What follows belongs to an exercise in optimizing a design on an open flow for small area, a short achievable clock period and few clock cycles; a production flow would make more cautious choices.
Only simulation tests tie the RTL to the original design; equivalence was not proved.
Power and IR drop assume default switching activity.

==> run P: inputs <==
// gamepad_engine
module gamepad_engine (
    input  wire        clk,
    input  wire        rst,                  
    input  wire [1:0]  cfg_topology,         
    input  wire        cfg_axis16,           
    input  wire        cfg_hat,              
    input  wire [3:0]  cfg_settle,           
    input  wire [7:0]  cfg_active_period,    
    input  wire [7:0]  cfg_idle_period,      
    input  wire        cmd_valid,
    input  wire [15:0] cmd,
    output wire        cmd_ready,
    output reg  [3:0]  sel,
    input  wire [3:0]  sense,
    output wire        adc_req,
    output wire [1:0]  adc_ch,
    input  wire        adc_ack,
    input  wire [15:0] adc_data,
    input  wire        adc_fail,
    output wire        sink_req,
    output wire        sink_op,              
    output wire [79:0] sink_data,
    input  wire        sink_ack,
    input  wire [7:0]  sink_peers,
    input  wire        sink_fail,
    output reg  [3:0]  result,
    output wire        halted,
    output reg  [2:0]  cause,
    output wire [15:0] info
);
clock: 5.0 ns
lec_check: 0
abc_area: 1
cap_margin: 20
core_area: 2.3 2.72 138.92 138.72
cts_buf_list: sky130_fd_sc_hd__clkbuf_8
cts_cluster_size: 20
die_area: 0 0 141.11 141.11
setup_slack_margin: 2.4
slew_margin: 20
standard.sh (not shown) runs the stock make flow with config.mk's settings and CLKGATE_MAP_FILE= SYNTH_SCRIPT=/design/flow/synth_recipe.tcl, a recipe that flattens the netlist after the stock synthesis.
==> flow/flow/run.sh <==
#!/bin/bash
# Standard ORFS layout (the standard.sh), with the smallest buffer on
# every input and output port instead of the default clkdlybuf4s50_1.
set -e
export BUFFER_PORTS_ARGS="-buffer_cell sky130_fd_sc_hd__buf_1"
bash standard.sh > standard.log 2>&1
==> run Y: changes against run P <==
--- a/flow/design.v
+++ b/flow/design.v
@@ -21,35 +21,32 @@
     output wire        sink_req,
     output wire        sink_op,              
     output wire [79:0] sink_data,
     input  wire        sink_ack,
     input  wire [7:0]  sink_peers,
     input  wire        sink_fail,
     output reg  [3:0]  result,
     output wire        halted,
-    output reg  [2:0]  cause,
+    output wire [2:0]  cause,
     output wire [15:0] info
 );
-    localparam C_ILLEGAL = 3'd1;
-    localparam C_PRECOND = 3'd2;
-    localparam C_ADC     = 3'd4;
-    localparam C_NOTIFY  = 3'd5;
     reg st_idle, st_dec, st_qry, st_adc, st_scan, st_fin, st_push, st_dly, st_halt;
     reg [1:0] topology;
     reg       axis16;
     reg       hat_mode;
     reg [3:0] settle_m1;     
     reg [7:0] active_period;
     reg [7:0] idle_period;
     reg [15:0] cur_cmd;      
     reg [1:0]  pos;          
     reg [7:0]  cnt;          
     reg [63:0] axes;         
     reg [15:0] btn;          
+    reg        f_ill, f_pre, f_adc, f_snk;    
     wire [2:0] op  = cur_cmd[14:12];
     wire [1:0] g   = cur_cmd[5:4];
     wire [1:0] i   = cur_cmd[1:0];
     wire is_btn  = (op == 3'd1);
     wire is_axes = (op == 3'd2);
     wire is_hat  = (op == 3'd3);
     wire is_tick = (op == 3'd6);
     wire full    = op[2] & ~op[0];           
@@ -73,26 +70,24 @@
         end
     endfunction
     assign cmd_ready = st_idle && !rst;
     assign halted    = st_halt;
     assign adc_req   = st_adc;
     assign adc_ch    = pos;
     assign sink_req  = st_qry || st_push;
     assign sink_op   = st_push;
-    assign sink_data = {btn, axes[63:48], axis16 ? axes[47:32] : btn, axes[31:0]};
-    wire info_hi = (cause == C_ILLEGAL);
-    wire info_pc = (cause == C_PRECOND);
-    wire info_lo = info_hi || info_pc;
-    wire info_ch = (cause == C_ADC);
-    assign info = {cur_cmd[15:12] & {4{info_hi}},
-                   info_hi ? cur_cmd[11:8] : (info_pc ? cur_cmd[7:4] : 4'd0),
-                   cur_cmd[7:4] & {4{info_hi}},
+    assign sink_data = {btn, axes};
+    assign cause = {f_adc | f_snk, f_pre, f_ill | f_snk};
+    wire   info_lo = f_ill | f_pre;
+    assign info = {cur_cmd[15:12] & {4{f_ill}},
+                   (cur_cmd[11:8] & {4{f_ill}}) | (cur_cmd[7:4] & {4{f_pre}}),
+                   cur_cmd[7:4] & {4{f_ill}},
                    cur_cmd[3:2] & {2{info_lo}},
-                   info_lo ? cur_cmd[1:0] : (info_ch ? pos : 2'd0)};
+                   (cur_cmd[1:0] & {2{info_lo}}) | (pos & {2{f_adc}})};
     wire [3:0]  sense_m   = sense & {4{~rst}};
     wire [3:0]  col_sense = (sense ^ {4{demux}}) & {4{~rst}};   
     wire [15:0] adc_m     = adc_data & {16{~rst}};
     wire [7:0]  adc_hl    = axis16 ? adc_m[15:8] : adc_m[7:0];
     wire accept   = st_idle && cmd_valid;
     wire decoding = st_dec;
     wire dec_ok   = !illegal && !(is_btn && precond);
     wire adc_wr   = st_adc && adc_ack && !adc_fail;
@@ -144,30 +139,39 @@
             idle_period   <= cfg_idle_period;
         end
     end
     always @(posedge clk) begin
         if (rst || (adc_wr && pos == 2'd0))                          axes[7:0]   <= adc_m[7:0];
         if (rst || (adc_wr && (axis16 ? pos == 2'd0 : pos == 2'd1))) axes[15:8]  <= adc_hl;
         if (rst || (adc_wr && (axis16 ? pos == 2'd1 : pos == 2'd2))) axes[23:16] <= adc_m[7:0];
         if (rst || (adc_wr && (axis16 ? pos == 2'd1 : pos == 2'd3))) axes[31:24] <= adc_hl;
-        if (rst || (adc_wr && pos == 2'd2))                          axes[47:32] <= adc_m;
         if (rst || (adc_wr && pos == 2'd3))                          axes[63:48] <= adc_m;
+        for (k = 0; k < 16; k = k + 1) begin
+            if (btn_en[k])
+                btn[k] <= btn_d[k];
+            if (axis16 ? (rst || (adc_wr && pos == 2'd2)) : btn_en[k])
+                axes[32 + k] <= axis16 ? adc_m[k] : btn_d[k];
+        end
+    end
+    reg [15:0] btn_en, btn_d;
+    always @(*) begin
         for (k = 0; k < 12; k = k + 1) begin
             if (strobe) begin
-                if (rst || (sample && full && pos == k / 4))
-                    btn[k] <= sense_m[k % 4];
+                btn_en[k] = rst || (sample && full && pos == k / 4);
+                btn_d[k]  = sense_m[k % 4];
             end else begin
-                if (rst || (sample && full && pos == k % 4))
-                    btn[k] <= col_sense[k / 4];
+                btn_en[k] = rst || (sample && full && pos == k % 4);
+                btn_d[k]  = col_sense[k / 4];
             end
         end
-        for (k = 12; k < 16; k = k + 1)
-            if (rst || (sample && full && hat_mode && (last || pos == k % 4)))
-                btn[k] <= hat_last ? hat_code[k - 12] : col_sense[3];
+        for (k = 12; k < 16; k = k + 1) begin
+            btn_en[k] = rst || (sample && full && hat_mode && (last || pos == k % 4));
+            btn_d[k]  = hat_last ? hat_code[k - 12] : col_sense[3];
+        end
     end
     always @(posedge clk) begin
         if (accept)
             cur_cmd <= cmd;
         if (decoding || st_qry)
             pos <= dec_ok && (is_btn || is_hat) ? first_pos : 2'd0;
         else if (adc_wr)
             pos <= adc_last ? first_pos : pos + 2'd1;
@@ -193,17 +197,20 @@
             st_adc  <= 1'b0;
             st_scan <= 1'b0;
             st_fin  <= 1'b0;
             st_push <= 1'b0;
             st_dly  <= 1'b0;
             st_halt <= 1'b0;
             sel     <= 4'd0;
             result  <= 4'd0;
-            cause   <= 3'd0;
+            f_ill   <= 1'b0;
+            f_pre   <= 1'b0;
+            f_adc   <= 1'b0;
+            f_snk   <= 1'b0;
         end else begin
             sel <= sel_nx;
             st_idle <= (st_idle && !cmd_valid) ||
                        (adc_last && is_axes) ||
                        (scan_done && !to_fin && !is_tick) ||
                        (st_fin && !is_tick) ||
                        (push_ok && !is_tick) ||
                        dly_done;
@@ -217,20 +224,20 @@
                        (st_scan && !scan_done);
             st_fin  <= scan_done && to_fin;
             st_push <= (decoding && dec_ok && op == 3'd5) ||
                        (scan_done && !to_fin && is_tick) ||
                        (st_fin && is_tick) ||
                        (st_push && !sink_ack);
             st_dly  <= q_idle || (push_ok && is_tick) || (st_dly && !dly_done);
             st_halt <= st_halt || fault_ill || fault_pre || fault_adc || fault_snk;
-            if (fault_ill) cause <= C_ILLEGAL;
-            if (fault_pre) cause <= C_PRECOND;
-            if (fault_adc) cause <= C_ADC;
-            if (fault_snk) cause <= C_NOTIFY;
+            if (fault_ill) f_ill <= 1'b1;
+            if (fault_pre) f_pre <= 1'b1;
+            if (fault_adc) f_adc <= 1'b1;
+            if (fault_snk) f_snk <= 1'b1;
             if (sample) begin
                 if (is_btn)
                     result <= {3'd0, pressed};
                 if (is_hat)
                     result <= strobe ? sense_m : {col_sense[3], result[3:1]};
             end
             if (st_fin && is_hat)
                 result <= hat_encode(result);
CORE_AREA = 2.3 2.72 112.7 111.52   (was 2.3 2.72 138.92 138.72)
CTS_CLUSTER_SIZE = default   (was 20)
DIE_AREA = 0 0 115.0 114.24   (was 0 0 141.11 141.11)
SETUP_SLACK_MARGIN = 2.6   (was 2.4)
==> run summary <==
| item | run Y | run P |
|---|---|---|
| Outcome | complete, no violations | complete, no violations |
| Slew headroom | 47.1% | 44.4% |
| Post-synthesis compound-gate area fraction | 8.76% | 9.49% |
| Global routing met2 resource utilization | 48.5% | 31.0% |
| Cell leakage power | 3.66 nW | 3.50 nW |
| Portion of total power attributed to sequential cells | 53.5% | 52.6% |
| Core box area | 0.0120 mm^2 | 0.0186 mm^2 |
| Net switching component of the power | 833 uW | 814 uW |
| First drt pass iteration count | 6 | 5 |
| Gp weighted congestion | 0.938 | 0.829 |
| Sequential element share of the synthesized area | 59.3% | 57.0% |
| Comb power frac | 15.7% | 14.8% |
| GRT met3 Usage | 5.08% | 5.43% |
| Seq cells | 151 | 150 |
| Setup WS pre-CTS | 1.91 ns | 1.70 ns |
| Switching share of total power | 28.9% | 28.0% |
| Critical path destination | cmd_ready | sink_data[36] |
Testbench counts of run P, summed over its fixed seeds: cycles 10,562.
Testbench counts of run Y, summed over its fixed seeds: cycles 10,562.

==> afterwards: timing with drivers on the ports <==
No port has a modelled driver above. Below, the same layouts with a new extraction and two added sets of constraints. Step 1: set_driving_cell puts a clkbuf_16 on clk and a buf_2 on each other input, an assumption about the parent block. Step 2, shift: input delay + t, output delay - t, t = (earliest + latest rising clock arrival at the registers) / 2. This alone moves slack from input paths to output paths. Three values: ideal ports, drivers, drivers and shift; two values: the first two.
run	t, ns	slack for setup (ns)	worst setup path at the end	clock arrival spread, ns	pins driven straight from the clock port
run P	0.506	2.439 / 2.393 / 2.055	input to register	0.014 / 0.014	1
run Y	0.482	2.566 / 2.481 / 2.183	input to register	0.013 / 0.013	1
After both steps every run listed still meets setup and hold. For run P, which loses most, drivers alone change the setup slack by -0.046 ns; drivers and shift together by -0.384 ns.
